From an optimization exercise on the open Yosys and OpenROAD flow, aimed at small area; shortcuts taken in it are not production practice. Where RTL was checked, it was by simulation tests only, not by an equivalence proof against the original. Only the layout flow was run in runs 4 and 5; the RTL was not checked for function there. Power and IR drop assume default switching activity.

==> design/flow/design.v <==
module simplecvm_decode (
    input  wire [7:0] op,
    output wire       legal
);
    assign legal = (op[7:5] == 3'd0) && (op[4:0] <= 5'h12);
endmodule
module simplecvm_alu (
    input  wire a,
    input  wire b,
    input  wire ci,
    output wire s,
    output wire co
);
    assign s  = a ^ b ^ ci;
    assign co = (a & b) | (a & ci) | (b & ci);
endmodule
module simplecvm_core (
    input  wire        clk,
    input  wire        rst,
    output reg         mem_req,
    input  wire        mem_gnt,
    output wire        mem_we,
    output wire        mem_wide,
    output wire [14:0] mem_addr,
    output wire [15:0] mem_wdata,
    input  wire        mem_rvalid,
    input  wire [15:0] mem_rdata,
    output reg         out_valid,
    output wire        out_chr,
    output wire [15:0] out_data,
    output wire        halted,
    output wire        faulted,
    output wire [2:0]  fault_cause,
    output wire [15:0] fault_pc,
    output wire [15:0] fault_info
);
    localparam S_FA    = 5'd0;    
    localparam S_FAW   = 5'd1;    
    localparam S_FB    = 5'd2;    
    localparam S_FBW   = 5'd3;
    localparam S_FC    = 5'd4;    
    localparam S_FCW   = 5'd5;
    localparam S_EX    = 5'd6;    
    localparam S_ALIGN = 5'd7;    
    localparam S_PASS  = 5'd8;    
    localparam S_CHK   = 5'd9;    
    localparam S_MREQ  = 5'd10;   
    localparam S_MWAIT = 5'd11;
    localparam S_STW   = 5'd12;   
    localparam S_NEXT  = 5'd13;   
    localparam S_HALT  = 5'd16;
    localparam S_F1    = 5'd17;   
    localparam S_F1D   = 5'd18;   
    localparam S_F2    = 5'd19;   
    localparam S_F3    = 5'd20;   
    localparam S_F4    = 5'd21;   
    reg  [4:0]  state;
    reg  [3:0]  ph;
    reg         init;             
    reg  [15:0] pc;
    reg  [15:0] x0, x1, x2, x3;   
    reg         fz, fn, fo;
    reg         cy;               
    reg  [4:0]  op;
    reg  [7:0]  rb;               
    reg  [15:0] w;
    wire [1:0]  lo = rb[1:0];
    wire [1:0]  hi = rb[7:6];
    assign halted      = (state == S_HALT);
    assign faulted     = (state[4:3] == 2'b10) && (state[2:0] != 3'd0);
    assign fault_cause = (state == S_F2) ? 3'd2 :
                         (state == S_F3) ? 3'd3 :
                         (state == S_F4) ? 3'd4 : 3'd1;
    assign fault_pc    = pc;
    wire   f_fetch = (state == S_F1);
    wire   f_reg   = (state == S_F2);
    assign fault_info  = {w[15] & ~f_reg | f_fetch,
                          w[14:8] & {7{~(f_reg | f_fetch)}},
                          f_reg ? rb : (w[7:0] & {8{~f_fetch}})};
    wire op_load   = (op == 5'h01);
    wire op_loadi  = (op == 5'h02);
    wire op_store  = (op == 5'h03);
    wire op_storei = (op == 5'h04);
    wire op_jmp    = (op >= 5'h05) && (op <= 5'h08);
    wire op_addi   = (op == 5'h09) || (op == 5'h0B);
    wire op_addr   = (op == 5'h0A) || (op == 5'h0C);
    wire op_sub    = (op == 5'h0B) || (op == 5'h0C);
    wire op_outw   = (op == 5'h0D) || (op == 5'h0E);
    wire op_outr   = (op == 5'h0F) || (op == 5'h10);
    wire op_outi   = (op == 5'h11) || (op == 5'h12);
    wire op_alu    = op_addi || op_addr;
    wire f4        = op_load || op_store || op_jmp || op_addi || op_outw;
    wire fmt_p    = op_loadi || op_storei || op_addr;
    wire copy_hi   = op_loadi || op_storei;
    wire copy_op   = copy_hi || op_outr || op_outi;
    wire packed_bad = (rb[5:2] != 4'd0);
    wire single_bad = packed_bad || (hi != 2'd0);
    reg  reg_bad;
    always @(*) begin
        if (fmt_p)
            reg_bad = packed_bad || (copy_hi ? !hi[1] : (lo[1] || hi[1]));
        else if (op_load)
            reg_bad = single_bad;
        else if (op_store || op_addi || op_outr)
            reg_bad = single_bad || lo[1];
        else if (op_outi)
            reg_bad = single_bad || !lo[1];
        else
            reg_bad = 1'b0;
    end
    wire        base_w = (state == S_EX) || (state == S_CHK) ||
                         (state == S_MREQ) || (state == S_STW);
    reg  [2:0]  off;
    always @(*) begin
        case (state)
            S_FB:    off = 3'd1;
            S_FC:    off = 3'd2;
            S_NEXT:  off = f4 ? 3'd4 : 3'd2;
            default: off = 3'd0;
        endcase
    end
    wire [15:0] aout = (base_w ? w : pc) + {13'd0, off};
    wire        wide = (state == S_FC) || base_w;
    wire        oob  = aout[15] || (wide && (aout[14:0] == 15'h7FFF));
    wire        ph0  = (ph == 4'd0) && !init;
    wire [1:0]  rsel = (state == S_ALIGN && copy_hi) ? hi : lo;
    reg  [15:0] rp;
    always @(*) begin
        case (rsel)
            2'd0: rp = x0;
            2'd1: rp = x1;
            2'd2: rp = x2;
            default: rp = x3;
        endcase
    end
    assign mem_addr  = aout[14:0];
    assign mem_wide  = (state != S_FA) && (state != S_FB);
    assign mem_we    = (state == S_STW);
    assign mem_wdata = rp;
    always @(*) begin
        case (state)
            S_FA, S_FB, S_FC: mem_req = !oob;
            S_MREQ:           mem_req = 1'b1;
            S_STW:            mem_req = ph0;
            default:          mem_req = 1'b0;
        endcase
    end
    assign out_chr  = !op[0];
    assign out_data = {w[15:8] & {8{op[0]}}, w[7:0]};
    wire        pass_on = (state == S_PASS) || (state == S_ALIGN && ph0 && !copy_op);
    wire        first   = (ph == rb[5:2]);
    wire        last    = ((ph + 4'd1) == rb[5:2]);
    reg         b_lo, b_hi;
    always @(*) begin
        case (lo)
            2'd0: b_lo = x0[0];
            2'd1: b_lo = x1[0];
            2'd2: b_lo = x2[0];
            default: b_lo = x3[0];
        endcase
        case (hi)
            2'd0: b_hi = x0[0];
            2'd1: b_hi = x1[0];
            2'd2: b_hi = x2[0];
            default: b_hi = x3[0];
        endcase
    end
    wire        sa  = op_alu && b_lo;
    wire        sb  = (op_addr ? b_hi : w[ph]) ^ op_sub;
    wire        sci = first ? op_sub : cy;
    wire        ss, sco;
    simplecvm_alu u_alu (.a(sa), .b(sb), .ci(sci), .s(ss), .co(sco));
    wire        set_flags = op_alu || !lo[1];
    wire        wr  = pass_on || init;
    wire        wb  = ss && !init;
    always @(posedge clk) begin
        x0 <= {(wr && (init || lo == 2'd0)) ? wb : x0[0], x0[15:1]};
        x1 <= {(wr && (init || lo == 2'd1)) ? wb : x1[0], x1[15:1]};
        x2 <= {(wr && (init || lo == 2'd2)) ? wb : x2[0], x2[15:1]};
        x3 <= {(wr && (init || lo == 2'd3)) ? wb : x3[0], x3[15:1]};
    end
    wire        legal_new;
    simplecvm_decode u_dec (.op(mem_rdata[7:0]), .legal(legal_new));
    wire        jump_taken = (op == 5'h05) || (op == 5'h06 && fz) ||
                             (op == 5'h07 && fn) || (op == 5'h08 && fo);
    always @(posedge clk) begin
        if (rst) begin
            state     <= S_FA;
            ph        <= 4'd0;
            init      <= 1'b1;
            pc        <= 16'h0000;
            fz        <= 1'b0;
            fn        <= 1'b0;
            fo        <= 1'b0;
            out_valid <= 1'b0;
        end else begin
            ph        <= ph + 4'd1;
            if (ph == 4'd15) init <= 1'b0;
            out_valid <= 1'b0;
            if (pass_on) begin
                cy <= sco;
                if (set_flags) begin
                    fz <= (first || fz) && !ss;
                    if (ph == 4'd15) begin
                        fn <= ss;
                        if (op_alu) fo <= sci ^ sco;
                    end
                end
            end
            case (state)
                S_FA, S_FB, S_FC: begin
                    if (oob) state <= S_F1;
                    else if (mem_gnt) state <= state + 5'd1;
                end
                S_FAW: if (mem_rvalid) begin
                    op <= mem_rdata[4:0];
                    w  <= mem_rdata;
                    if (!legal_new) state <= S_F4;
                    else if (mem_rdata[4:0] == 5'h00) state <= S_HALT;
                    else state <= S_FB;
                end
                S_FBW: if (mem_rvalid) begin
                    rb <= mem_rdata[7:0];
                    state <= f4 ? S_FC : S_EX;
                end
                S_FCW: if (mem_rvalid) begin
                    w <= mem_rdata;
                    state <= S_EX;
                end
                S_EX: begin
                    if (reg_bad) state <= S_F2;
                    else if (op_store) state <= oob ? S_F1D : S_STW;
                    else if (op_jmp) begin
                        if (w[15]) state <= S_F3;
                        else if (jump_taken) begin pc <= aout; state <= S_FA; end
                        else state <= S_NEXT;
                    end else if (op_outw) begin
                        out_valid <= 1'b1;
                        state <= S_NEXT;
                    end else state <= S_ALIGN;
                end
                S_ALIGN: if (ph0) begin
                    if (copy_op) begin
                        w <= rp;
                        if (op_outr) begin
                            out_valid <= 1'b1;
                            state <= S_NEXT;
                        end else state <= S_CHK;
                    end else state <= S_PASS;
                end
                S_PASS: if (last) state <= S_NEXT;
                S_CHK: begin
                    if (oob) state <= S_F1D;
                    else if (op_storei) state <= S_STW;
                    else state <= S_MREQ;
                end
                S_MREQ: if (mem_gnt) state <= S_MWAIT;
                S_MWAIT: if (mem_rvalid) begin
                    w <= mem_rdata;
                    if (op_outi) begin
                        out_valid <= 1'b1;
                        state <= S_NEXT;
                    end else begin
                        rb[5:2] <= ph + 4'd1;
                        state <= S_PASS;
                    end
                end
                S_STW: if (ph0 && mem_gnt) state <= S_NEXT;
                S_NEXT: begin
                    pc <= aout;
                    rb[5:2] <= 4'd0;
                    state <= S_FA;
                end
                default: ;    
            endcase
        end
    end
endmodule
==> design/flow/run.sh <==
#!/bin/bash
# synth_recipe.tcl (not shown) runs the flow's synth.tcl, then flattens the netlist and writes it again
# the make line also repeats each setting of config.mk as NAME=value (left out here)
make -C /OpenROAD-flow-scripts/flow DESIGN_CONFIG=/design/flow/config.mk WORK_HOME=/design/flow/orfs CLKGATE_MAP_FILE= SYNTH_SCRIPT=/design/flow/synth_recipe.tcl finish
==> design/flow/config.mk <==
export PLATFORM = sky130hd
export DESIGN_NAME = simplecvm_core
export DESIGN_NICKNAME = simplecvm_core
export VERILOG_FILES = /design/flow/design.v
export SDC_FILE = /design/flow/constraint.sdc
export NUM_CORES = 4
export LEC_CHECK = 0
export CAP_MARGIN = 20
export CORE_MARGIN = 2
export CORE_UTILIZATION = 40
export SLEW_MARGIN = 20
==> design/flow/constraint.sdc <==
create_clock -name core_clock -period 8.0 [get_ports {clk}]
set_input_delay 1.6000 -clock core_clock [delete_from_list [all_inputs] [get_ports {clk}]]
set_output_delay 1.6000 -clock core_clock [all_outputs]
set_load 0.01 [all_outputs]
==> flow_metrics.tcl, run 1 <==
set metrics [dict create \
    maxCapViolCount 0 \
    drv_slew 0 \
    maxSlewHeadroom_pct 34.6 \
    fmax_mhz 137 \
    yosysWarningCount 1 \
    vias 6164 \
    synth_fp_nets 795 \
    rr_startpoint "state[2]" \
    ys_async_sr_fraction_pct 0 \
    clk_path_buf_depth 2 \
    synth_edf_count 30 \
    die_width_um 137 \
    dieArea_um2 18700 \
    drive_gt1_share_pct 10.9 \
    area_growth_pct 23.5 \
    drtPass1Iterations 6 \
    timing.rr.end "state[1]" \
    drc_errors 0 \
    holdPathStages 0 \
    drtAntennaViolNets 0 \
    gp_congestion 0.897 \
    crit_arrival_ns 5.68 \
    hold_class "reg -> reg" \
    clk_latency_ns 0.43 \
    hold_violations 0 \
    yosys.area.top_type "dfxtp_1" \
    grt_pass1_wl_um 33800 \
    cp-startpoint "state[2]" \
    hold_path_end "x3[12]" \
    dp_hpwl_um 15900 \
    synthFlopType "dfxtp_1" \
    ios 109 \
    dp.cells 1043 \
    drt_wl_total_um 21800 \
    cts_resized 0 \
    syn_area_um2 7050 \
    rsz0062_at_grt "no" \
    power.leakage_uw 0.00310 \
    grt_pass1_vias 5845 \
    crit_type "reg -> out" \
    critPathLaunchType "register" \
    cts_tree "done" \
    yosysTopAreaCellShare_pct 26.7 \
    seq_area_frac_synth_pct 39.5 \
    antennaDiodeCount 0 \
    die_y_um 137 \
    synth_cells 764 \
    crit_path_end_kind "output pin" \
    nets 868 \
    synth.ff_latch_count 124 \
    antenna_found_initial 0 \
    status "finished clean" \
    worstHoldStart "x3[13]" \
    period_needed_ns 7.28 \
    htree_levels 4 \
    core_um2 17200 \
    synth.most_common_cell "dfxtp_1" \
    clkTransAtPathRegs_ns 0.07 \
    final_cells 1075 \
    ir_worst_vdd_mv 0.157 \
    io_buffers 108 \
    numCtsBuffers 17 \
    reg2regPathDepth 15 \
    num_rows 48 \
    tns_ns 0 \
    grtUsageTotal_pct 23.9 \
    layout_setup_ws_ns 0.716 \
    synth_area_leaders "dfxtp_1 (27%), edfxtp_1 (13%), nor2_1 (3.9%)" \
    postCtsSetupBuffers 0 \
    grt_max_degree 33 \
    power.density_nw_per_um2 252 \
    stdcell_area_um2 8700 \
    synth_common_cells "dfxtp_1 (94), nor2_1 (73), nand2_1 (72), a21oi_1 (39), edfxtp_1 (30)" \
    drtIter0Drc 615 \
    clockRootBuffer "clkbuf_16" \
    syn_avg_cell_area_um2 9.23 \
    setup_viol 0 \
    worst_pin_slew_ns 0.972 \
    cts_hold_buf 0 \
    fin_skew_ns 0.0121 \
    avgRoutedWirePerCell_um 20.3 \
    cts.sinks 124 \
    postPlaceCellArea_um2 8120 \
    fin_crit_sh_pct 91.0 \
    grt-ovfl-total 0 \
    worstPathRequired_ns 6.40 \
    synth_cell_type_count 84 \
    r2r_slack_ns 2.93 \
    place_ws_ns 1.19 \
    vias_per_cell 5.73 \
    start_util_pct 40.9 \
    worstPathMaxFanout 31 \
]
metrics by stage:
step / hold WS, ns / total power [uW] / utilization [%]
after floorplan: 0.323 / 1210 / -
after global placement: 0.330 / 1420 / 47.1
after detailed placement: 0.328 / 1420 / 47.1
after CTS: 0.347 / 2200 / 50.5
after global routing: 0.352 / 2300 / 50.5
final: 0.345 / 2190 / 50.5
cells by family after synthesis:
kind of cell	after synthesis	share of synthesized area [%]
DFF	124	39.5
and+or+nand+nor	274	20.1
AOI/OAI and AO/OA	177	17.8
buffers and inverters	89	6.60
adders and majority gates	11	2.17
muxes	55	9.64
xor gates and xnor gates	34	4.23
registers in the layout, indices dropped and copies added (netlist names):
signal and count:
cy 1, fn 1, fo 1, fz 1
init 1, op 5, out_valid 1, pc 16
ph 4, rb 8, state 5, w 16
x0 16, x1 16, x2 16, x3 16
critical path: stages (launching register included):
cell and delay [ns]:
dfxtp_1 0.75, inv_1 0.31, a221o_2 0.72, mux2_2 0.33, ha_1 0.21, inv_1 0.07, fa_1 0.41, nand2b_1 0.21
a2111oi_2 0.41, xnor2_1 0.21, mux2i_4 0.11, nand2_2 0.12, nor3_4 0.07, nor2_1 0.45, nor2_1 0.08, nor3_1 0.22
clkdlybuf4s50_1 0.57
worst max-delay path by stage:
stage	end	slack [ns]	cells after the start
after floorplan	mem_req	2.30	19
after global placement	mem_req	1.34	16
after detailed placement	mem_req	1.19	16
after CTS	mem_req	0.72	16
after global routing	mem_req	0.28	16
final	mem_req	0.72	16
report_power, final:
group          total (uW)  internal [uW]  switching (uW)
registers             745            675            70.3
clock network         779            446             334
logic                 668            297             371
total                2190           1420             775
area by class of cell:
class	count	area [um^2]
Clock buffer	17	425
Clock inverter	15	164
Fill cell	1561	8530
Inverter	28	105
Multi-Input combinational cell	551	3810
Sequential cell	124	2780
Tap cell	225	282
Timing Repair Buffer	115	1130
per-layer routing:
layer | wire [um] | share of wire [%] | up-vias | global-route usage, %
met5 | 0 | 0 | - | 0
met4 | 479 | 2.2 | 0 | 8.33
met3 | 1210 | 5.6 | 30 | 4.52
met2 | 10100 | 47 | 221 | 37.6
met1 | 9950 | 46 | 2997 | 32.7
li1 | - | - | 2916 | -
cell usage in the layout, fill, tap and decap left out, drive strengths merged, types with 9 or more instances in the layout:
| cell | Yosys | routed |
|---|---|---|
| and2 | 30 | 30 |
| a211oi | 27 | 27 |
| nand4 | 11 | 11 |
| clkbuf | 28 | 17 |
| nand2b | 10 | 10 |
| xnor2 | 17 | 17 |
| nor2b | 10 | 10 |
| mux2i | 28 | 28 |
| o21ai | 23 | 23 |
| a31oi | 26 | 26 |
| clkdlybuf4s50 | 0 | 108 |
| nor2 | 74 | 74 |
| xor2 | 17 | 17 |
| a21oi | 40 | 40 |
| nor3 | 18 | 18 |
| inv | 27 | 40 |
| nand2 | 73 | 73 |
| ha | 9 | 9 |
| dfxtp | 94 | 94 |
| nand3 | 18 | 18 |
| edfxtp | 30 | 30 |
| a22o | 10 | 10 |
| mux2 | 20 | 20 |
==> inputs of run 2 (changes only) <==
--- a/design/flow/config.mk
+++ b/design/flow/config.mk
@@ -5,6 +5,7 @@
 export SDC_FILE = /design/flow/constraint.sdc
 export NUM_CORES = 4
 export LEC_CHECK = 0
+export ABC_AREA = 1
 export CAP_MARGIN = 20
 export CORE_MARGIN = 2
 export CORE_UTILIZATION = 40
==> run 2 against run 1 <==
Compared with the run above: critical path type unchanged; largest power group unchanged; flip-flop and latch count unchanged; critical endpoint unchanged; sequential share of layout area up 0.37 points; largest cell class unchanged; via count up 4.9%; clock skew down 0.0024 ns.
==> flow_metrics.tcl, run 2 <==
set metrics [dict create \
    period_needed_ns 6.49 \
    status "finished clean" \
    synth_cell_type_count 48 \
    nets 1069 \
    yosys.area.top_type "dfxtp_1" \
    grt_pass1_wl_um 32300 \
    stdcell_area_um2 8600 \
    maxCapViolCount 0 \
    io_buffers 108 \
    num_rows 47 \
    grt-ovfl-total 0 \
    power.density_nw_per_um2 258 \
    antenna_found_initial 0 \
    core_um2 16700 \
    clockRootBuffer "clkbuf_16" \
    fin_crit_sh_pct 81.1 \
    avgRoutedWirePerCell_um 16.3 \
    grt_pass1_vias 6042 \
    drtAntennaViolNets 0 \
    synth_fp_nets 986 \
    die_y_um 135 \
    clkTransAtPathRegs_ns 0.06 \
    dp_hpwl_um 15600 \
    layout_common_cells "nand2_1 (242), inv_1 (137), clkdlybuf4s50_1 (108)" \
    synth_edf_count 30 \
    rsz0062_at_grt "no" \
    final_common_cell "nand2_1" \
    htree_levels 4 \
    cts_resized 0 \
    postCtsSetupBuffers 0 \
    worstPathMaxFanout 13 \
    grtUsageTotal_pct 22.9 \
    tns_ns 0 \
    syn_area_um2 6880 \
    fillers 1656 \
    numCtsBuffers 17 \
    whs_ns 0.348 \
    area_growth_pct 25.0 \
    maxSlewHeadroom_pct 28.3 \
    synth_cells 955 \
    synth.most_common_cell "nand2_1" \
    dieArea_um2 18300 \
    yosysTopAreaCellShare_pct 27.3 \
    hold_violations 0 \
    drc_errors 0 \
    cts_tree "done" \
    clk_path_buf_depth 2 \
    hold_class "reg -> reg" \
    worst_pin_slew_ns 1.07 \
    crit_path_end_kind "output pin" \
    postPlaceCellArea_um2 7970 \
    worstPathRequired_ns 6.40 \
    crit_type "reg -> out" \
    die_width_um 135 \
    antennaDiodeCount 0 \
    cts_hold_buf 0 \
    ir_worst_vdd_mv 0.202 \
    synth_area_leaders "dfxtp_1 (27%), nand2_1 (13%), edfxtp_1 (13%)" \
    setup_viol 0 \
    fmax_mhz 154 \
    vias 6467 \
    yosysWarningCount 1 \
    seq_area_frac_synth_pct 40.4 \
    ys_async_sr_fraction_pct 0 \
    syn_avg_cell_area_um2 7.21 \
    vias_per_cell 5.09 \
    drt_wl_total_um 20700 \
    ios 109 \
    dp.cells 1239 \
    synthFlopType "dfxtp_1" \
    gp_congestion 0.927 \
    drtIter0Drc 566 \
    grt_max_degree 29 \
    seq_area_um2 2780 \
    drtPass1Iterations 4 \
    start_util_pct 41.2 \
    power.leakage_uw 0.00374 \
    fin_skew_ns 0.00970 \
    critPathLaunchType "register" \
    synth.ff_latch_count 124 \
    synth_common_cells "nand2_1 (242), inv_1 (137), dfxtp_1 (94), nor2_1 (92), o21ai_0 (65)" \
    drive_gt1_share_pct 8.94 \
    drv_slew 0 \
    final_cells 1271 \
    clk_latency_ns 0.41 \
    crit_arrival_ns 4.89 \
    multiInputGateArea_um2 3280 \
    cts.sinks 124 \
]
==> run 2: cell count changes in the layout (fill, tap and decap cells not counted), moves of 28 or more <==
cell / change
and2_1: -28
inv_1: +110
nand2_1: +170
nand3_1: +30
o21ai_0: +43
==> run 2: layer usage <==
metal	up-vias	global-route usage (%)	wire length [um]
li1	3235	-	-
met1	2984	30.9	9370
met2	223	37.3	9540
met3	25	4.38	1350
met4	0	7.00	414
met5	-	0	0
==> run 2: path summary, 6_finish.rpt <==
check                           cells after the start  endpoint  startpoint  slack [ns]
worst max-delay path                               24   mem_req       op[0]        1.51
worst min register to register                      0     x0[0]       x0[1]        0.35
worst max register to register                     26  state[3]       op[0]        3.65
worst min-delay path                                0     x0[0]       x0[1]        0.35
==> run 2: layout make-up <==
type                       count  share of cell area (%)
sequential                   124                    32.3
clock buffer                  17                    4.94
inverter                     146                    6.40
timing repair buffer         110                    12.7
clock inverter                15                    2.22
tap                          220                    3.20
multi-input combinational    639                    38.2
==> run 2: metrics by stage <==
stage	total power, uW	util (%)	worst slack [ns]
final	2220	51.5	1.51
after floorplan	1190	-	3.12
after detailed placement	1400	47.7	1.99
after global placement	1410	47.7	2.10
after CTS	2220	51.4	1.52
after global routing	2330	51.5	1.13
==> run 2: logic make-up (layout without fill, tap and decap cells) <==
| kind of cell | after synthesis | after routing | share of synthesized area [%] |
|---|---|---|---|
| simple gates | 473 | 473 | 31.4 |
| buf+inv | 192 | 288 | 12.2 |
| flops | 124 | 124 | 40.4 |
| xor+xnor | 14 | 14 | 2.05 |
| compound gates | 140 | 140 | 11.5 |
| mux | 1 | 1 | 0.145 |
| fa+ha+maj | 11 | 11 | 2.22 |
==> run 2: critical path: stages (launching register included) <==
cell	delay, ns
edfxtp_1	0.58
nor2_1	0.23
inv_1	0.11
o22ai_1	0.22
inv_1	0.08
nor4_1	0.56
or2_2	0.22
inv_1	0.04
ha_1	0.34
nand2_1	0.08
nand2_1	0.04
a31oi_1	0.32
inv_1	0.11
nand3_1	0.12
nor2_1	0.05
nand3_1	0.07
nand2_1	0.05
nand2_1	0.09
nor2_1	0.08
nand2_1	0.07
nor2_2	0.04
nand2_2	0.11
nand2_4	0.11
o221ai_1	0.18
clkdlybuf4s50_1	0.58
==> run 2: power by group <==
group	internal, uW	total, uW	switching (uW)
registers	682	727	45.4
logic	254	673	418
clock network	521	816	296
total	1460	2220	759
==> inputs of run 3 (changes only) <==
==> design/flow/flow/run.sh (new file) <==
#!/bin/bash
set -o pipefail
export BUFFER_PORTS_ARGS="-buffer_cell sky130_fd_sc_hd__buf_1"
bash standard.sh finish > standard.log 2>&1
==> design/flow/standard.sh (new file) <==
#!/bin/bash
# synth_recipe.tcl (not shown) runs the flow's synth.tcl, then flattens the netlist and writes it again
# the make line also repeats each setting of config.mk as NAME=value (left out here)
make -C /OpenROAD-flow-scripts/flow DESIGN_CONFIG=/design/flow/config.mk WORK_HOME=/design/flow/orfs CLKGATE_MAP_FILE= SYNTH_SCRIPT=/design/flow/synth_recipe.tcl "${@:-finish}"
--- a/design/flow/config.mk
+++ b/design/flow/config.mk
@@ -5,7 +5,6 @@
 export SDC_FILE = /design/flow/constraint.sdc
 export NUM_CORES = 4
 export LEC_CHECK = 0
-export ABC_AREA = 1
 export CAP_MARGIN = 20
 export CORE_MARGIN = 2
 export CORE_UTILIZATION = 40
removed: design/flow/run.sh
==> run 3 against run 2 <==
Compared with the run above: sequential share of layout area rose by 2.4 points; total power down 7.1%; clock skew fell by 0.0024 ns; highest routed layer unchanged; first-iteration DRC count is 5.8% higher; non-clock buffer count up 6; wire length fell by 2.0%; core utilization down 5.1 points; fmax fell by 5.6%; combinational power down 12%; still clean.
==> flow_metrics.tcl, run 3 <==
set metrics [dict create \
    drc_errors 0 \
    cts.sinks 124 \
    io_buffers 108 \
    area_growth_pct 13.6 \
    synth_area_leaders "dfxtp_1 (27%), edfxtp_1 (13%), nor2_1 (3.9%)" \
    antennaDiodeCount 0 \
    die_y_um 137 \
    synthFlopType "dfxtp_1" \
    worstPathMaxFanout 31 \
    postCtsSetupBuffers 0 \
    synth_fp_nets 795 \
    grt_pass1_vias 5681 \
    cts_resized 0 \
    avgRoutedWirePerCell_um 18.9 \
    dp_hpwl_um 14600 \
    clk_path_buf_depth 2 \
    drtIter0Drc 599 \
    crit_path_end_kind "output pin" \
    yosysWarningCount 1 \
    fin_crit_sh_pct 85.9 \
    grt_pass1_wl_um 31600 \
    synth_cell_type_count 84 \
    tns_ns 0 \
    synth.most_common_cell "dfxtp_1" \
    yosys.area.top_type "dfxtp_1" \
    antenna_found_initial 0 \
    cts_tree "done" \
    seq_area_frac_synth_pct 39.5 \
    num_rows 48 \
    final_common_cell "buf_1" \
    drtPass1Iterations 6 \
    hold_violations 0 \
    r2r_slack_ns 2.88 \
    synth_cells 764 \
    clockRootBuffer "clkbuf_16" \
    ir_worst_vdd_mv 0.182 \
    cts_hold_buf 0 \
    start_util_pct 40.9 \
    drtAntennaViolNets 0 \
    grt_max_degree 33 \
    gp_congestion 0.909 \
    vias_per_cell 5.62 \
    syn_area_um2 7050 \
    numCtsBuffers 17 \
    power.density_nw_per_um2 257 \
    nets 869 \
    crit_arrival_ns 5.27 \
    htree_levels 4 \
    dieArea_um2 18700 \
    rsz0062_at_grt "no" \
    critPathLaunchType "register" \
    stdcell_area_um2 8010 \
    die_width_um 137 \
    drt_wl_total_um 20300 \
    syn_avg_cell_area_um2 9.23 \
    yosysTopAreaCellShare_pct 26.7 \
    drv_slew 0 \
    clk_latency_ns 0.42 \
    worst_pin_slew_ns 0.961 \
    core_um2 17200 \
    period_needed_ns 6.87 \
    ios 109 \
    hold_class "reg -> reg" \
    clkTransAtPathRegs_ns 0.06 \
    maxSlewHeadroom_pct 35.3 \
    power.leakage_uw 0.00281 \
    fmax_mhz 145 \
    synth.ff_latch_count 124 \
    crit_type "reg -> out" \
    grt-ovfl-total 0 \
    grtUsageTotal_pct 22.1 \
    layout_common_cells "buf_1 (108), dfxtp_1 (94), nor2_1 (73)" \
    synth_edf_count 30 \
    vias 6043 \
    whs_ns 0.342 \
    setup_viol 0 \
    maxCapViolCount 0 \
    status "finished clean" \
    worstPathRequired_ns 6.40 \
    postPlaceCellArea_um2 7450 \
    drive_gt1_share_pct 10.9 \
    fin_skew_ns 0.00731 \
    synth_common_cells "dfxtp_1 (94), nor2_1 (73), nand2_1 (72), a21oi_1 (39), edfxtp_1 (30)" \
    ys_async_sr_fraction_pct 0 \
]
## run 3: changes by cell type after synthesis, sizes merged, moves of 20 or more
cell    change
a211oi     +21
a31oi      +24
and2       +30
inv       -119
mux2       +20
mux2i      +27
nand2     -189
nand3      -30
nor2       -34
o21ai      -46
## run 3: routing by layer
metal | share of wire [%] | up-vias | global-route usage [%]
met1 | 46 | 2853 | 31.0
met4 | 1.9 | 0 | 6.19
met2 | 45 | 257 | 34.3
li1 | - | 2904 | -
met5 | 0 | - | 0
met3 | 7.1 | 29 | 5.11
## run 3: final timing paths
path	from	end	depth (start not counted)
max	state[2]	mem_req	16
max reg2reg	state[2]	state[1]	15
min reg2reg	x3[8]	x3[7]	0
min	x3[8]	x3[7]	0
## run 3: area by class of cell
| cell class | instances | area (um^2) |
|---|---|---|
| clock inverter | 13 | 108 |
| tap | 225 | 282 |
| fill | 1668 | 9230 |
| multi-input combinational | 551 | 3810 |
| timing repair buffer | 116 | 465 |
| inverter | 28 | 105 |
| sequential | 124 | 2780 |
| clock buffer | 18 | 450 |
## run 3: where the power goes
group	total, uW	internal (uW)	switching (uW)
sequential	742	675	66.6
clock	725	419	306
combinational	592	226	366
## run 3: cells by family after synthesis
| logic type | after synthesis | share of synthesized area, % |
|---|---|---|
| AO/OA/AOI/OAI | 177 | 17.8 |
| multiplexers | 55 | 9.64 |
| AND/OR/NAND/NOR | 274 | 20.1 |
| buffers and inverters | 89 | 6.60 |
| adder cells (fa/ha/maj) | 11 | 2.17 |
| XOR/XNOR | 34 | 4.23 |
| flip-flops | 124 | 39.5 |
## run 3: worst max-delay path, stage by stage, from the launching register on
cell and delay, ns:
dfxtp_1 0.76, inv_1 0.32, a221o_2 0.71, mux2_2 0.33
ha_1 0.21, inv_1 0.08, fa_1 0.42, nand2b_1 0.23
a2111oi_2 0.42, xnor2_1 0.21, mux2i_4 0.12, nand2_2 0.12
nor3_4 0.07, nor2_1 0.37, nor2_1 0.07, nor3_1 0.24
buf_1 0.19
## run 3: stage by stage
step	total power, uW	util [%]	setup WS (ns)	std cells
2_1_floorplan	1210	-	2.30	764
3_3_place_gp	1340	43.2	1.72	1043
3_5_place_dp	1330	43.2	1.64	1044
4_1_cts	2060	46.4	1.19	1075
5_1_grt	2150	46.4	0.785	1075
6_report	2060	46.4	1.13	1075
==> inputs of run 4 (changes only) <==
--- a/design/flow/design.v
+++ b/design/flow/design.v
@@ -25,7 +25,7 @@
     output wire [15:0] mem_wdata,
     input  wire        mem_rvalid,
     input  wire [15:0] mem_rdata,
-    output reg         out_valid,
+    output wire        out_valid,
     output wire        out_chr,
     output wire [15:0] out_data,
     output wire        halted,
@@ -145,6 +145,7 @@
             default:          mem_req = 1'b0;
         endcase
     end
+    assign out_valid = (state == S_NEXT) && (op >= 5'h0D);
     assign out_chr  = !op[0];
     assign out_data = {w[15:8] & {8{op[0]}}, w[7:0]};
     wire        pass_on = (state == S_PASS) || (state == S_ALIGN && ph0 && !copy_op);
@@ -192,11 +193,9 @@
             fz        <= 1'b0;
             fn        <= 1'b0;
             fo        <= 1'b0;
-            out_valid <= 1'b0;
         end else begin
             ph        <= ph + 4'd1;
             if (ph == 4'd15) init <= 1'b0;
-            out_valid <= 1'b0;
             if (pass_on) begin
                 cy <= sco;
                 if (set_flags) begin
@@ -234,18 +233,13 @@
                         if (w[15]) state <= S_F3;
                         else if (jump_taken) begin pc <= aout; state <= S_FA; end
                         else state <= S_NEXT;
-                    end else if (op_outw) begin
-                        out_valid <= 1'b1;
-                        state <= S_NEXT;
-                    end else state <= S_ALIGN;
+                    end else if (op_outw) state <= S_NEXT;
+                    else state <= S_ALIGN;
                 end
                 S_ALIGN: if (ph0) begin
                     if (copy_op) begin
                         w <= rp;
-                        if (op_outr) begin
-                            out_valid <= 1'b1;
-                            state <= S_NEXT;
-                        end else state <= S_CHK;
+                        state <= op_outr ? S_NEXT : S_CHK;
                     end else state <= S_PASS;
                 end
                 S_PASS: if (last) state <= S_NEXT;
@@ -257,10 +251,8 @@
                 S_MREQ: if (mem_gnt) state <= S_MWAIT;
                 S_MWAIT: if (mem_rvalid) begin
                     w <= mem_rdata;
-                    if (op_outi) begin
-                        out_valid <= 1'b1;
-                        state <= S_NEXT;
-                    end else begin
+                    if (op_outi) state <= S_NEXT;
+                    else begin
                         rb[5:2] <= ph + 4'd1;
                         state <= S_PASS;
                     end
@@ -268,7 +260,6 @@
                 S_STW: if (ph0 && mem_gnt) state <= S_NEXT;
                 S_NEXT: begin
                     pc <= aout;
-                    rb[5:2] <= 4'd0;
                     state <= S_FA;
                 end
                 default: ;    
==> design/flow/flow/run.sh (replaced) <==
#!/bin/bash
# The standard layout (standard.sh, with its standard synthesis), with two
# changes: the smallest buffer on the ports, and a smaller clock tree without
# dummy loads.  Each tool's output is in standard.log and orfs/logs/.
export BUFFER_PORTS_ARGS="-buffer_cell sky130_fd_sc_hd__buf_1"
export CTS_ARGS="-sink_clustering_enable -repair_clock_nets -dont_use_dummy_load -buf_list sky130_fd_sc_hd__clkbuf_8 -sink_clustering_size 30 -sink_clustering_max_diameter 100"
bash standard.sh finish > standard.log 2>&1
--- a/design/flow/config.mk
+++ b/design/flow/config.mk
@@ -5,6 +5,7 @@
 export SDC_FILE = /design/flow/constraint.sdc
 export NUM_CORES = 4
 export LEC_CHECK = 0
+export ABC_AREA = 1
 export CAP_MARGIN = 20
 export CORE_MARGIN = 2
 export CORE_UTILIZATION = 40
==> run 4 against run 3 <==
Compared with the run above: still clean on timing, DRC and antenna; via count up 4.6%; clock power down 46%; critical path depth up 10; sequential power down 2%; largest power group unchanged; critical path type unchanged; cell count up 17%; synthesized cell count up 26%; highest routed layer unchanged.
==> flow_metrics.tcl, run 4 <==
set metrics [dict create \
    status "finished clean" \
    nets 1070 \
    highest_layer "met4" \
    dp_hpwl_um 15600 \
    synth.ff_latch_count 123 \
    maxSlewHeadroom_pct 43.8 \
    antennaDiodeCount 0 \
    synth_cells 959 \
    hold_class "reg -> reg" \
    final_common_cell "nand2_1" \
    met1Wirelength_um 9360 \
    worstPathRequired_ns 6.40 \
    fin_skew_ns 0.0251 \
    routed-wl-met2_um 9170 \
    die_width_um 136 \
    hold_violations 0 \
    seq_area_frac_synth_pct 39.7 \
    grtUsageTotal_pct 22.3 \
    rr_startpoint "op[0]" \
    area_growth_pct 8.97 \
    vias 6323 \
    htree_levels 4 \
    synth_area_leaders "dfxtp_1 (27%), edfxtp_1 (13%), nand2_1 (13%)" \
    power.leakage_uw 0.00331 \
    yosysWarningCount 1 \
    clk_latency_ns 0.44 \
    synth_common_cells "nand2_1 (233), inv_1 (133), nor2_1 (97), dfxtp_1 (93), o21ai_0 (63)" \
    critPathLaunchType "register" \
    maxCapViolCount 0 \
    ios 109 \
    numCtsBuffers 17 \
    syn_area_um2 6960 \
    cts_tree "done" \
    gp_congestion 0.883 \
    cts_resized 0 \
    antenna_found_initial 0 \
    crit_arrival_ns 5.01 \
    dieArea_um2 18500 \
    wl_met3_um 1390 \
    rsz0062_at_grt "no" \
    worst_pin_slew_ns 0.821 \
    setup_viol 0 \
    fillers 1829 \
    layout_common_cells "nand2_1 (233), inv_1 (133), buf_1 (108)" \
    cts.sinks 123 \
    ys_async_sr_fraction_pct 0 \
    worstHoldStart "x1[13]" \
    start_util_pct 40.5 \
    crit_path_end_kind "output pin" \
    syn_avg_cell_area_um2 7.25 \
    drc_errors 0 \
    power.density_nw_per_um2 244 \
    clk_path_buf_depth 2 \
    drt_wl_total_um 20200 \
    core_um2 17200 \
    drtAntennaViolNets 0 \
    tns_ns 0 \
    seq_area_um2 2760 \
    synth.most_common_cell "nand2_1" \
    postCtsSetupBuffers 0 \
    avgRoutedWirePerCell_um 16.0 \
    cts_hold_buf 0 \
    grt_max_degree 24 \
    grt-ovfl-total 0 \
    crit_type "reg -> out" \
    drtPass1Iterations 7 \
    io_buffers 108 \
    num_rows 48 \
    grt_pass1_wl_um 31500 \
    vias_per_cell 5.01 \
    die_y_um 136 \
    cp-startpoint "op[0]" \
    clockRootBuffer "clkbuf_8" \
    synth_edf_count 30 \
    grt_pass1_vias 5871 \
    clkTransAtPathRegs_ns 0.08 \
    synth_cell_type_count 51 \
    yosys.area.top_type "dfxtp_1" \
    drv_slew 0 \
    worstPathMaxFanout 13 \
    period_needed_ns 6.61 \
    synthFlopType "dfxtp_1" \
    multiInputGateArea_um2 3340 \
    drive_gt1_share_pct 10.0 \
    drtIter0Drc 530 \
    fmax_mhz 151 \
    ir_worst_vdd_mv 0.150 \
    yosysTopAreaCellShare_pct 26.8 \
    final_util_pct 44.1 \
    synth_fp_nets 990 \
    fin_crit_sh_pct 82.6 \
]
## run 4: worst max-delay path, stage by stage, from the launching register on
cell	delay [ns]
edfxtp_1	0.64
nor2_1	0.15
inv_1	0.13
nor2_1	0.08
nand2_1	0.09
o21ai_0	0.16
nor2_1	0.19
inv_1	0.05
nor3_1	0.34
inv_1	0.07
o21ai_0	0.22
inv_1	0.10
fa_1	0.45
or2_2	0.32
nand2_1	0.08
nand3_1	0.17
nor2_4	0.23
xor2_1	0.26
nor2_1	0.08
nand2_1	0.11
nor2_4	0.05
nand2_4	0.09
nand2_4	0.09
inv_2	0.09
nand2_1	0.06
o211ai_1	0.10
buf_1	0.18
## run 4: worst paths after layout
| check | cells after the start | slack, ns | endpoint |
|---|---|---|---|
| setup / recovery | 26 | 1.39 | mem_req |
| hold / removal | 0 | 0.34 | x1[12] |
| setup reg to reg | 28 | 3.27 | state[4] |
| hold reg to reg | 0 | 0.34 | x1[12] |
## run 4: kinds of logic (layout without fill, tap and decap cells)
group / count (synthesis) / in the layout / share of synthesized area (%)
buf+inv: 192 / 270 / 12.6
compound gates: 139 / 139 / 11.3
flops: 123 / 123 / 39.7
fa+ha+maj: 11 / 11 / 2.19
xor+xnor: 12 / 12 / 1.62
simple gates: 482 / 482 / 32.6
## run 4: per-layer routing
| metal | GRT usage [%] | vias to the layer above |
|---|---|---|
| met4 | 6.25 | 0 |
| li1 | - | 3214 |
| met3 | 4.03 | 21 |
| met1 | 31.0 | 2855 |
| met5 | 0 | - |
| met2 | 35.7 | 233 |
## run 4: stage by stage
step           cells  total power [uW]  hold WS, ns  worst slack, ns  cell area, um^2
2_1_floorplan    959              1310        0.331             2.80             6960
3_3_place_gp    1245              1460        0.336             2.00             7340
3_5_place_dp    1245              1460        0.337             1.85             7340
4_1_cts         1262              1850        0.343             1.36             7570
5_1_grt         1262              1970        0.349            0.912             7580
6_report        1262              1850        0.340             1.39             7580
## run 4: cell type report
class | instances | area share (%)
clock buffer | 17 | 3.09
timing repair buffer | 110 | 5.55
sequential | 123 | 36.4
tap | 225 | 3.71
inverter | 143 | 7.21
multi-input combinational | 644 | 44.0
## run 4: power by group
part           total [uW]  internal (uW)  switching, uW
registers             728            677           51.4
logic                 725            214            511
clock network         394            186            207
total                1850           1080            770
==> inputs of run 5 (changes only) <==
==> design/flow/flow/run.sh (replaced) <==
#!/bin/bash
# The standard layout (standard.sh, with its standard synthesis), with two
# changes: the smallest buffer on the ports, and a smaller clock tree without
# dummy loads.  Each tool's output is in standard.log and orfs/logs/.
export BUFFER_PORTS_ARGS="-buffer_cell sky130_fd_sc_hd__buf_1"
export CTS_ARGS="-sink_clustering_enable -repair_clock_nets -dont_use_dummy_load -buf_list sky130_fd_sc_hd__clkbuf_4 -sink_clustering_size 20 -sink_clustering_max_diameter 60"
bash standard.sh finish > standard.log 2>&1
==> run 5 against run 4 <==
Compared with the run above: register-to-register slack worse by 0.02 ns; synthesized cell count unchanged; combinational power about the same; clock power down 27%; clock skew up 0.012 ns; wire length down 0.19%; core utilization down 0.60 points; critical endpoint unchanged; largest cell class unchanged.
==> flow_metrics.tcl, run 5 <==
set metrics [dict create \
    syn_area_um2 6960 \
    antenna_found_initial 1 \
    dp_hpwl_um 15600 \
    drtPass1Iterations 7 \
    fillers 1850 \
    p_sw_uw 755 \
    start_util_pct 40.5 \
    drtIter0Drc 562 \
    synth_common_cells "nand2_1 (233), inv_1 (133), nor2_1 (97), dfxtp_1 (93), o21ai_0 (63)" \
    synth_fp_nets 990 \
    die_y_um 136 \
    gp_congestion 0.883 \
    hold_violations 0 \
    crit_path_end_kind "output pin" \
    numCtsBuffers 17 \
    status "finished clean" \
    avgRoutedWirePerCell_um 15.9 \
    nets 1070 \
    internal_power_uw 987 \
    io_buffers 108 \
    fin_skew_ns 0.0368 \
    switching_share_pct 43.3 \
    rsz0062_at_grt "no" \
    final_common_cell "nand2_1" \
    clk_latency_ns 0.51 \
    num_rows 48 \
    fmax_mhz 149 \
    seq_area_um2 2760 \
    postCtsSetupBuffers 0 \
    clkTransAtPathRegs_ns 0.12 \
    hold_class "reg -> reg" \
    layout_common_cells "nand2_1 (233), inv_1 (133), buf_1 (108)" \
    worst_pin_slew_ns 0.747 \
    synth_edf_count 30 \
    cts.sinks 123 \
    drt_wl_total_um 20100 \
    drc_errors 0 \
    combPwrFrac_pct 41.6 \
    synth.most_common_cell "nand2_1" \
    yosys.area.top_type "dfxtp_1" \
    setup_viol 0 \
    layout_setup_ws_ns 1.30 \
    period_needed_ns 6.70 \
    grt_pass1_wl_um 31500 \
    tns_ns 0 \
    synth_cell_type_count 51 \
    clk_path_buf_depth 2 \
    yosysTopAreaCellShare_pct 26.8 \
    grt-ovfl-total 0 \
    power.share.clock_pct 16.6 \
    worstPathRequired_ns 6.40 \
    r2r_slack_ns 3.25 \
    power.density_nw_per_um2 233 \
    synthFlopType "dfxtp_1" \
    synth.ff_latch_count 123 \
    htree_levels 4 \
    ios 109 \
    grt_pass1_vias 5898 \
    cts_resized 0 \
    die_width_um 136 \
    drtAntennaViolNets 0 \
    maxCapViolCount 0 \
    drv_slew 0 \
    maxSlewHeadroom_pct 48.9 \
    multiInputGateArea_um2 3340 \
    syn_avg_cell_area_um2 7.25 \
    crit_arrival_ns 5.10 \
    worstPathMaxFanout 13 \
    place_ws_ns 1.85 \
    clockRootBuffer "clkbuf_4" \
    power.leakage_uw 0.00326 \
    grt_max_degree 24 \
    crit_type "reg -> out" \
    ir_worst_vdd_mv 0.127 \
    cts_tree "done" \
    fin_crit_sh_pct 83.8 \
    yosysWarningCount 1 \
    vias_per_cell 4.98 \
    cts_hold_buf 0 \
    vias 6295 \
    ys_async_sr_fraction_pct 0 \
    seq_area_frac_synth_pct 39.7 \
    whs_ns 0.334 \
    core_um2 17200 \
    power_frac_seq_pct 41.8 \
    synth_area_leaders "dfxtp_1 (27%), edfxtp_1 (13%), nand2_1 (13%)" \
    area_growth_pct 7.48 \
    drive_gt1_share_pct 10.0 \
    dieArea_um2 18500 \
    synth_cells 959 \
    critPathLaunchType "register" \
    grtUsageTotal_pct 22.3 \
]
[run 5: worst paths after layout]
kind | start | to | depth (start not counted)
worst min-delay path | x0[14] | x0[13] | 0
worst max register to register | op[0] | state[4] | 28
worst min register to register | x0[14] | x0[13] | 0
worst max-delay path | op[0] | mem_req | 26
[run 5: routing by layer]
layer	vias up	GRT usage [%]	share of wire, %
met4	0	5.61	0.93
met3	16	4.59	6.0
li1	3210	-	-
met5	-	0	0
met1	2857	31.0	47
met2	212	35.7	46
[run 5: layout make-up]
class                   instances  share of cell area [%]
multi-input cells             644                    44.6
inverters                     143                    7.31
flip-flops and latches        123                    36.9
repair buffers                110                    5.62
clock buffers                  17                    1.71
well taps                     225                    3.77
diodes                          1                  0.0335
[run 5: cells by family (layout without fill, tap and decap cells)]
family,count (synthesis),after routing,synth area share (%)
and+or+nand+nor,482,482,32.6
buffers and inverters,192,270,12.6
AOI/OAI and AO/OA,139,139,11.3
DFF,123,123,39.7
xor gates and xnor gates,12,12,1.62
adders and majority gates,11,11,2.19
other,0,1,0
[run 5: power groups by stage]
stage	clock (uW)	combinational [uW]	sequential [uW]
3_3_place_gp	0	722	740
4_1_cts	300	722	727
3_5_place_dp	0	720	741
2_1_floorplan	0	598	710
5_1_grt	325	814	732
6_report	289	725	728
[run 5: worst max-delay path: stages, from the launching register on]
cell and delay (ns):
edfxtp_1 0.66, nor2_1 0.15, inv_1 0.13, nor2_1 0.07, nand2_1 0.09, o21ai_0 0.16, nor2_1 0.18, inv_1 0.05
nor3_1 0.35, inv_1 0.07, o21ai_0 0.22, inv_1 0.10, fa_1 0.45, or2_2 0.32, nand2_1 0.08, nand3_1 0.17
nor2_4 0.23, xor2_1 0.26, nor2_1 0.08, nand2_1 0.11, nor2_4 0.04, nand2_4 0.09, nand2_4 0.09, inv_2 0.09
nand2_1 0.06, o211ai_1 0.10, buf_1 0.18
[run 5: metrics by stage]
stage	instance area (um^2)	power, uW	utilization, %	std cells
after floorplan	6960	1310	-	959
after global placement	7340	1460	42.7	1245
after detailed placement	7340	1460	42.7	1245
after CTS	7460	1750	43.5	1262
after global routing	7480	1870	43.5	1263
final	7480	1740	43.5	1263
==> inputs of run 6 (changes only) <==
--- a/design/flow/design.v
+++ b/design/flow/design.v
@@ -73,10 +73,7 @@
                          (state == S_F4) ? 3'd4 : 3'd1;
     assign fault_pc    = pc;
     wire   f_fetch = (state == S_F1);
-    wire   f_reg   = (state == S_F2);
-    assign fault_info  = {w[15] & ~f_reg | f_fetch,
-                          w[14:8] & {7{~(f_reg | f_fetch)}},
-                          f_reg ? rb : (w[7:0] & {8{~f_fetch}})};
+    assign fault_info  = {w[15] | f_fetch, w[14:0] & {15{~f_fetch}}};
     wire op_load   = (op == 5'h01);
     wire op_loadi  = (op == 5'h02);
     wire op_store  = (op == 5'h03);
@@ -175,6 +172,7 @@
     wire        wr  = pass_on || init;
     wire        wb  = ss && !init;
     always @(posedge clk) begin
+        cy <= sco;
         x0 <= {(wr && (init || lo == 2'd0)) ? wb : x0[0], x0[15:1]};
         x1 <= {(wr && (init || lo == 2'd1)) ? wb : x1[0], x1[15:1]};
         x2 <= {(wr && (init || lo == 2'd2)) ? wb : x2[0], x2[15:1]};
@@ -197,7 +195,6 @@
             ph        <= ph + 4'd1;
             if (ph == 4'd15) init <= 1'b0;
             if (pass_on) begin
-                cy <= sco;
                 if (set_flags) begin
                     fz <= (first || fz) && !ss;
                     if (ph == 4'd15) begin
@@ -220,11 +217,15 @@
                 end
                 S_FBW: if (mem_rvalid) begin
                     rb <= mem_rdata[7:0];
+                    w  <= mem_rdata;          
                     state <= f4 ? S_FC : S_EX;
                 end
                 S_FCW: if (mem_rvalid) begin
-                    w <= mem_rdata;
-                    state <= S_EX;
+                    if (reg_bad) state <= S_F2;    
+                    else begin
+                        w <= mem_rdata;
+                        state <= S_EX;
+                    end
                 end
                 S_EX: begin
                     if (reg_bad) state <= S_F2;
==> run 6 against run 5 <==
Compared with the run above: worst hold slack got worse by 0.013 ns; largest power group unchanged; critical path type unchanged; first-iteration DRC count shrank 3.9%; synthesized cell count decreased by 2.3%; fmax rose by 2.1%; flip-flop and latch count unchanged; via count down 2.0%; register-to-register slack improved by 0.16 ns; still clean; critical path depth is 2 higher; non-clock buffer count did not move; largest cell class unchanged; worst setup slack better by 0.14 ns; clock skew rose by 0.012 ns; global-route usage decreased by 1.0 points.
==> flow_metrics.tcl, run 6 <==
set metrics [dict create \
    status "finished clean" \
    layout_common_cells "nand2_1 (268), inv_1 (123), buf_1 (108)" \
    switching_share_pct 37.8 \
    cts_hold_buf 0 \
    combPwrFrac_pct 31.5 \
    avgRoutedWirePerCell_um 15.2 \
    hold_violations 0 \
    worstPathRequired_ns 6.40 \
    synth_cell_type_count 46 \
    grt_pass1_wl_um 29800 \
    fin_skew_ns 0.0484 \
    core_um2 16500 \
    critPathTopFamily "simple AND/OR/NAND/NOR gates" \
    clkTransAtPathRegs_ns 0.11 \
    crit_top_cell "inv_1" \
    ys_async_sr_fraction_pct 0 \
    tns_ns 0 \
    grt_max_degree 26 \
    power.leakage_uw 0.00306 \
    crit_path_end_kind "output pin" \
    ir_worst_vdd_mv 0.160 \
    synth_area_leaders "dfxtp_1 (28%), nand2_1 (15%), edfxtp_1 (13%)" \
    ios 109 \
    p_sw_uw 550 \
    drtIter0Drc 540 \
    dp.cells 1223 \
    synth.most_common_cell "nand2_1" \
    grt-ovfl-total 0 \
    cp_num_buf_inv 8 \
    synth_common_cells "nand2_1 (268), inv_1 (123), nor2_1 (95), dfxtp_1 (94), o21ai_0 (63)" \
    yosysWarningCount 1 \
    fmax_mhz 152 \
    clk_path_buf_depth 2 \
    final_common_cell "nand2_1" \
    num_rows 47 \
    period_needed_ns 6.56 \
    final_cells 1240 \
    power_frac_seq_pct 48.4 \
    holdPathStages 0 \
    die_y_um 133 \
    timing.rr.end "state[0]" \
    clk_latency_ns 0.53 \
    cts_tree "done" \
    drive_gt1_share_pct 6.76 \
    dp_hpwl_um 14300 \
    internal_power_uw 906 \
    vias_per_cell 4.97 \
    drv_slew 0 \
    drt_wl_total_um 18900 \
    power_uw 1460 \
    worstPathMaxFanout 14 \
    crit_cells 28 \
    hold_class "reg -> reg" \
    crit_type "reg -> out" \
    cp-startpoint "op[0]" \
    power.density_nw_per_um2 201 \
    setup_viol 0 \
    antenna_found_initial 0 \
    whs_ns 0.321 \
    reg2regPathDepth 28 \
    synth_fp_nets 968 \
    seq_area_frac_synth_pct 41.3 \
    dieArea_um2 17700 \
    drtPass1Iterations 5 \
    cts_resized 0 \
    yosys.area.top_type "dfxtp_1" \
    synthFlopType "dfxtp_1" \
    grt_pass1_vias 5763 \
    grtUsageTotal_pct 21.3 \
    fin_crit_sh_pct 82.0 \
    clockRootBuffer "clkbuf_4" \
    postCtsSetupBuffers 0 \
    cts.sinks 123 \
    crit_arrival_ns 4.96 \
    rsz0062_at_grt "no" \
    syn_area_um2 6670 \
    start_util_pct 40.5 \
    nets 1053 \
    drtAntennaViolNets 0 \
    synth_cells 937 \
    worst_pin_slew_ns 0.800 \
    numCtsBuffers 17 \
    synth_edf_count 29 \
    rr_startpoint "op[0]" \
    maxSlewHeadroom_pct 46.1 \
    power.share.clock_pct 20.1 \
    syn_avg_cell_area_um2 7.12 \
    drc_errors 0 \
    area_growth_pct 8.36 \
    critical-path-slowest-cell "edfxtp_1" \
    yosysTopAreaCellShare_pct 28.2 \
    vias 6167 \
    htree_levels 4 \
    gp_congestion 0.938 \
    synth.ff_latch_count 123 \
    antennaDiodeCount 0 \
    cp-endpoint "mem_req" \
    critPathLaunchType "register" \
    max_stage_delay_ns 0.64 \
    maxCapViolCount 0 \
    io_buffers 108 \
    die_width_um 133 \
    r2r_slack_ns 3.41 \
]
## run 6: power by group through the flow
| stage | Sequential, uW | Clock, uW | Combinational (uW) |
|---|---|---|---|
| 6_report | 705 | 292 | 459 |
| 4_1_cts | 704 | 306 | 455 |
| 3_3_place_gp | 717 | 0 | 454 |
| 5_1_grt | 709 | 324 | 513 |
| 2_1_floorplan | 700 | 0 | 364 |
| 3_5_place_dp | 718 | 0 | 452 |
## run 6: logic make-up after synthesis
kind of cell | count (synthesis) | synth area share (%)
flip-flops | 123 | 41.3
adder cells (fa/ha/maj) | 11 | 2.29
XOR/XNOR | 14 | 1.95
buffers and inverters | 172 | 11.4
AO/OA/AOI/OAI | 126 | 10.7
AND/OR/NAND/NOR | 491 | 32.4
## run 6: worst min path at each step
| stage | start | end |
|---|---|---|
| after global routing | x0[13] | x0[12] |
| after detailed placement | x2[1] | x2[0] |
| final | x0[13] | x0[12] |
| after CTS | x0[15] | x0[14] |
| after floorplan | x0[1] | x0[0] |
| after global placement | x2[1] | x2[0] |
## run 6: layout make-up
type / count / area [um^2]
repair buffers: 110 / 420
fillers: 1736 / 9240
well taps: 220 / 275
multi-input cells: 642 / 3170
clock buffers: 17 / 128
inverters: 128 / 483
flip-flops and latches: 123 / 2750
## run 6: metal layers
| metal | part of all wire (%) | GRT usage, % | vias up |
|---|---|---|---|
| met5 | 0 | 0 | - |
| met4 | 1.8 | 6.44 | 0 |
| met3 | 6.1 | 5.37 | 21 |
| met2 | 44 | 33.1 | 170 |
| met1 | 48 | 29.5 | 2827 |
| li1 | - | - | 3149 |
## run 6: per-stage QoR
stage,cell area (um^2),setup WS [ns],util (%)
detailed placement,7090,2.02,43.1
global route,7230,0.836,43.9
floorplan,6670,2.89,-
CTS,7220,1.41,43.8
global placement,7090,2.19,43.1
finish,7230,1.44,43.9
## run 6: worst register-to-register path: cells and delay by family (launching register included)
kind,cells,cell delay [ns]
AOI/OAI and AO/OA,4,0.71
adders and majority gates,1,0.47
buffers and inverters,6,0.53
DFF,1,0.64
and+or+nand+nor,17,2.12
==> inputs of run 7 (changes only) <==
==> design/flow/flow/run.sh (replaced) <==
#!/bin/bash
# The standard layout (standard.sh, with its standard synthesis), with two
# changes: the smallest buffer on the ports, and a smaller clock tree without
# dummy loads.  Each tool's output is in standard.log and orfs/logs/.
export BUFFER_PORTS_ARGS="-buffer_cell sky130_fd_sc_hd__buf_1"
export CTS_ARGS="-sink_clustering_enable -repair_clock_nets -dont_use_dummy_load -buf_list sky130_fd_sc_hd__clkbuf_4 -sink_clustering_size 10 -sink_clustering_max_diameter 40"
bash standard.sh finish > standard.log 2>&1
==> run 7 against run 6 <==
Compared with the run above: still clean on timing, DRC and antenna; flip-flop and latch count did not move; non-clock buffer count did not move; combinational power barely moved; via count did not move.
==> flow_metrics.tcl, run 7 <==
set metrics [dict create \
    synth_cell_type_count 46 \
    die_y_um 133 \
    drive_gt1_share_pct 6.76 \
    period_needed_ns 6.56 \
    power.leakage_uw 0.00306 \
    synth_edf_count 29 \
    layout_common_cells "nand2_1 (268), inv_1 (123), buf_1 (108)" \
    drv_slew 0 \
    crit_arrival_ns 4.96 \
    drtPass1Iterations 5 \
    syn_area_um2 6670 \
    cp_num_buf_inv 8 \
    rr_startpoint "op[0]" \
    synth.most_common_cell "nand2_1" \
    status "finished clean" \
    postPlaceCellArea_um2 7090 \
    drtIter0Drc 540 \
    drt_wl_total_um 18900 \
    antennaDiodeCount 0 \
    highest_layer "met4" \
    crit_path_end_kind "output pin" \
    ir_worst_vdd_mv 0.160 \
    setup_viol 0 \
    final_common_cell "nand2_1" \
    fin_crit_sh_pct 82.0 \
    yosysTopAreaCellShare_pct 28.2 \
    cts.sinks 123 \
    drc_errors 0 \
    vias 6167 \
    timing.rr.end "state[0]" \
    nets 1053 \
    met1Wirelength_um 9090 \
    reg2regPathDepth 28 \
    syn_avg_cell_area_um2 7.12 \
    cp-endpoint "mem_req" \
    yosys.area.top_type "dfxtp_1" \
    whs_ns 0.321 \
    core_um2 16500 \
    gp_congestion 0.938 \
    holdPathStages 0 \
    dp_hpwl_um 14300 \
    ios 109 \
    r2r_slack_ns 3.41 \
    synth_area_leaders "dfxtp_1 (28%), nand2_1 (15%), edfxtp_1 (13%)" \
    maxCapViolCount 0 \
    clk_path_buf_depth 2 \
    fmax_mhz 152 \
    synth_fp_nets 968 \
    worstPathMaxFanout 14 \
    cts_tree "done" \
    maxSlewHeadroom_pct 46.1 \
    synthFlopType "dfxtp_1" \
    synth.ff_latch_count 123 \
    synth_cells 937 \
    dieArea_um2 17700 \
    clk_latency_ns 0.53 \
    stdcell_area_um2 7230 \
    vias_per_cell 4.97 \
    rsz0062_at_grt "no" \
    num_rows 47 \
    grt-ovfl-total 0 \
    seq_area_frac_synth_pct 41.3 \
    clkTransAtPathRegs_ns 0.11 \
    ys_async_sr_fraction_pct 0 \
    cp-startpoint "op[0]" \
    avgRoutedWirePerCell_um 15.2 \
    area_growth_pct 8.36 \
    crit_top_cell "inv_1" \
    final_cells 1240 \
    routed-wl-met2_um 8320 \
    synth_common_cells "nand2_1 (268), inv_1 (123), nor2_1 (95), dfxtp_1 (94), o21ai_0 (63)" \
    crit_cells 28 \
    yosysWarningCount 1 \
    tns_ns 0 \
    cts_hold_buf 0 \
    grt_pass1_vias 5763 \
    crit_type "reg -> out" \
    power.density_nw_per_um2 201 \
    hold_violations 0 \
    worstPathRequired_ns 6.40 \
    dp.cells 1223 \
    postCtsSetupBuffers 0 \
    grtUsageTotal_pct 21.3 \
    critPathLaunchType "register" \
    worst_pin_slew_ns 0.800 \
    antenna_found_initial 0 \
    cts_resized 0 \
    grt_pass1_wl_um 29800 \
    fin_skew_ns 0.0484 \
    numCtsBuffers 17 \
    start_util_pct 40.5 \
    grt_max_degree 26 \
    critPathTopFamily "simple AND/OR/NAND/NOR gates" \
    critical-path-slowest-cell "edfxtp_1" \
    clockRootBuffer "clkbuf_4" \
    die_width_um 133 \
    max_stage_delay_ns 0.64 \
    htree_levels 4 \
    hold_class "reg -> reg" \
    wl_met3_um 1150 \
    io_buffers 108 \
    power_uw 1460 \
    drtAntennaViolNets 0 \
    worstHoldStart "x0[13]" \
]
## run 7: cell counts in the layout (fill, tap and decap cells not counted)
No cell type changed its count.
## run 7: how the worst min path moves through the flow
stage	end
2_1_floorplan	x0[0]
3_3_place_gp	x2[0]
3_5_place_dp	x2[0]
4_1_cts	x0[14]
5_1_grt	x0[12]
6_report	x0[12]
## run 7: report_power, final
group,internal (uW),switching (uW)
sequential,667,38.2
combinational,142,317
clock,97.0,195
## run 7: kinds of logic after synthesis
kind of cell	count (synthesis)	share of synthesized area [%]
xor gates and xnor gates	14	1.95
and+or+nand+nor	491	32.4
DFF	123	41.3
buffers and inverters	172	11.4
AOI/OAI and AO/OA	126	10.7
adders and majority gates	11	2.29
## run 7: final cells by class
class | instances | area [um^2]
fill | 1736 | 9240
multi-input combinational | 642 | 3170
sequential | 123 | 2750
inverter | 128 | 483
timing repair buffer | 110 | 420
tap | 220 | 275
clock buffer | 17 | 128
## run 7: metal layers
| layer | vias to the layer above | track usage (%) |
|---|---|---|
| li1 | 3149 | - |
| met1 | 2827 | 29.5 |
| met2 | 170 | 33.1 |
| met3 | 21 | 5.37 |
| met4 | 0 | 6.44 |
| met5 | - | 0 |
## run 7: through the flow
step | setup slack [ns] | utilization (%)
5_1_grt | 0.836 | 43.9
3_3_place_gp | 2.19 | 43.1
4_1_cts | 1.41 | 43.8
3_5_place_dp | 2.02 | 43.1
6_report | 1.44 | 43.9
2_1_floorplan | 2.89 | -
==> inputs of run 8 (changes only) <==
==> design/flow/flow/run.sh (replaced) <==
#!/bin/bash
# The standard layout (standard.sh, with its standard synthesis), with two
# changes: the smallest buffer on the ports, and a smaller clock tree without
# dummy loads.  Each tool's output is in standard.log and orfs/logs/.
export BUFFER_PORTS_ARGS="-buffer_cell sky130_fd_sc_hd__buf_1"
export CTS_ARGS="-sink_clustering_enable -repair_clock_nets -dont_use_dummy_load -buf_list {sky130_fd_sc_hd__clkbuf_4 sky130_fd_sc_hd__clkbuf_8}"
bash standard.sh finish > standard.log 2>&1
==> run 8 against run 7 <==
Compared with the run above: still clean on timing, DRC and antenna; via count increased by 0.57%; first-iteration DRC count decreased by 5.6%; area after synthesis unchanged; clock power increased by 36%; combinational power about the same; worst setup slack improved by 0.11 ns; largest power group unchanged.
==> flow_metrics.tcl, run 8 <==
set metrics [dict create \
    power.density_nw_per_um2 213 \
    drtPass1Iterations 6 \
    drtAntennaViolNets 0 \
    maxSlewHeadroom_pct 45.8 \
    synth_edf_count 29 \
    syn_avg_cell_area_um2 7.12 \
    start_util_pct 40.5 \
    cp-startpoint "op[0]" \
    ys_async_sr_fraction_pct 0 \
    final_cells 1240 \
    internal_power_uw 996 \
    crit_type "reg -> out" \
    grtUsageTotal_pct 21.4 \
    holdPathStages 0 \
    drv_slew 0 \
    worstPathMaxFanout 14 \
    dp.cells 1223 \
    synth_area_leaders "dfxtp_1 (28%), nand2_1 (15%), edfxtp_1 (13%)" \
    grt-ovfl-total 0 \
    status "finished clean" \
    synth.most_common_cell "nand2_1" \
    yosys.area.top_type "dfxtp_1" \
    vias 6202 \
    num_rows 47 \
    clkTransAtPathRegs_ns 0.07 \
    r2r_slack_ns 3.45 \
    antennaDiodeCount 0 \
    max_stage_delay_ns 0.62 \
    die_width_um 133 \
    stdcell_area_um2 7340 \
    yosysTopAreaCellShare_pct 28.2 \
    area_growth_pct 9.96 \
    setup_viol 0 \
    numCtsBuffers 17 \
    cts.sinks 123 \
    synthFlopType "dfxtp_1" \
    drt_wl_total_um 18800 \
    fin_skew_ns 0.0333 \
    fmax_mhz 155 \
    synth_cells 937 \
    ios 109 \
    critPathLaunchType "register" \
    cts_resized 0 \
    hold_violations 0 \
    drc_errors 0 \
    maxCapViolCount 0 \
    syn_area_um2 6670 \
    combPwrFrac_pct 29.4 \
    power.leakage_uw 0.00310 \
    grt_pass1_wl_um 29900 \
    dp_hpwl_um 14300 \
    postCtsSetupBuffers 0 \
    hold_path_end "x0[12]" \
    layout_common_cells "nand2_1 (268), inv_1 (123), buf_1 (108)" \
    hold_class "reg -> reg" \
    crit_arrival_ns 4.85 \
    p_sw_uw 565 \
    cts_hold_buf 0 \
    die_y_um 133 \
    htree_levels 4 \
    power_frac_seq_pct 45.2 \
    ir_worst_vdd_mv 0.116 \
    clk_latency_ns 0.44 \
    worstPathRequired_ns 6.40 \
    tns_ns 0 \
    vias_per_cell 5.00 \
    worstHoldStart "x0[13]" \
    antenna_found_initial 0 \
    fin_crit_sh_pct 80.7 \
    nets 1053 \
    synth_common_cells "nand2_1 (268), inv_1 (123), nor2_1 (95), dfxtp_1 (94), o21ai_0 (63)" \
    grt_max_degree 26 \
    crit_top_cell "inv_1" \
    reg2regPathDepth 29 \
    core_um2 16500 \
    io_buffers 108 \
    clockRootBuffer "clkbuf_8" \
    synth_fp_nets 968 \
    period_needed_ns 6.45 \
    crit_path_end_kind "output pin" \
    grt_pass1_vias 5748 \
    yosysWarningCount 1 \
    gp_congestion 0.938 \
    critical-path-slowest-cell "edfxtp_1" \
    timing.rr.end "state[4]" \
    cts_tree "done" \
    drtIter0Drc 510 \
    rr_startpoint "op[0]" \
    rsz0062_at_grt "no" \
    worst_pin_slew_ns 0.805 \
    clk_path_buf_depth 2 \
    switching_share_pct 36.2 \
    avgRoutedWirePerCell_um 15.2 \
    synth_cell_type_count 46 \
    postPlaceCellArea_um2 7090 \
    power.share.clock_pct 25.4 \
    drive_gt1_share_pct 6.76 \
    final_common_cell "nand2_1" \
    seq_area_frac_synth_pct 41.3 \
    dieArea_um2 17700 \
    synth.ff_latch_count 123 \
]
[run 8: cell count changes in the layout (fill, tap and decap cells not counted)]
| cell | previous run | this run |
|---|---|---|
| clkbuf_4 | 17 | 0 |
| clkbuf_8 | 0 | 17 |
[run 8: cell type report]
cell class              count  area, um^2
well taps                 220         275
repair buffers            110         420
flip-flops and latches    123        2750
fillers                  1714        9130
inverters                 128         483
multi-input cells         642        3170
clock buffers              17         234
[run 8: cell families (layout without fill, tap and decap cells)]
| family | count (synthesis) | after routing | synth area share (%) |
|---|---|---|---|
| and+or+nand+nor | 491 | 491 | 32.4 |
| buffers and inverters | 172 | 255 | 11.4 |
| AOI/OAI and AO/OA | 126 | 126 | 10.7 |
| DFF | 123 | 123 | 41.3 |
| xor gates and xnor gates | 14 | 14 | 1.95 |
| adders and majority gates | 11 | 11 | 2.29 |
[run 8: metrics by stage]
stage	util (%)	hold slack, ns	power (uW)	worst slack [ns]
after detailed placement	43.1	0.336	1170	2.02
after global routing	44.6	0.332	1650	0.957
after floorplan	-	0.331	1060	2.89
after global placement	43.1	0.337	1170	2.19
after CTS	44.5	0.326	1570	1.52
final	44.6	0.330	1560	1.55
[run 8: worst max-delay path by stage]
stage / endpoint / slack, ns / cells after the start
3_3_place_gp: mem_req / 2.19 / 28
4_1_cts: mem_req / 1.52 / 28
6_report: mem_req / 1.55 / 28
5_1_grt: mem_req / 0.96 / 28
2_1_floorplan: mem_req / 2.89 / 28
3_5_place_dp: mem_req / 2.02 / 28
[run 8: power by group through the flow]
stage          Sequential (uW)  Clock (uW)  Combinational (uW)
2_1_floorplan              700           0                 364
3_3_place_gp               717           0                 454
3_5_place_dp               718           0                 452
4_1_cts                    705         408                 454
5_1_grt                    709         431                 513
6_report                   705         396                 459
[run 8: layer usage]
layer / part of all wire (%) / global-route usage, % / up-vias
met3: 6.9 / 5.06 / 25
met1: 47 / 29.7 / 2824
met4: 1.9 / 7.03 / 0
met5: 0 / 0 / -
li1: - / - / 3149
met2: 44 / 33.2 / 204
[run 8: critical path: cells and delay by family, from the launching register on]
kind / cells / cell delay, ns
flip-flops: 1 / 0.62
AO/OA/AOI/OAI: 4 / 0.75
buffers and inverters: 8 / 0.72
adder cells (fa/ha/maj): 1 / 0.47
AND/OR/NAND/NOR: 15 / 1.84

port drivers added, routing unchanged:
In the flow no input, the clock included, has a driving cell. The finished layouts below were timed again as built, in two steps.
Step 1 assumes that a clkbuf_16 drives the clock port and a buf_2 every other input.
Step 2 also shifts input and output timing later by t, the mid clock arrival at the registers, as if the neighbouring blocks saw the same clock.
Three values: ideal, step 1, step 2; two values: the first two.
run	t, ns	setup WS [ns]	worst slew at a driven data input, ns	pins driven straight from the clock port
run 1	0.463	0.716 / 0.674 / 1.137	0.04	1
run 2	0.450	1.514 / 1.473 / 1.922	0.04	1
run 3	0.452	1.126 / 1.086 / 1.538	0.03	1
run 4	0.459	1.390 / 1.352 / 1.811	0.04	1
run 5	0.528	1.296 / 1.261 / 1.789	0.04	1
run 6	0.536	1.436 / 1.403 / 1.939	0.05	1
run 7	0.536	1.436 / 1.403 / 1.939	0.05	1
run 8	0.462	1.547 / 1.513 / 1.975	0.06	1
After both steps every run listed still meets setup and hold.
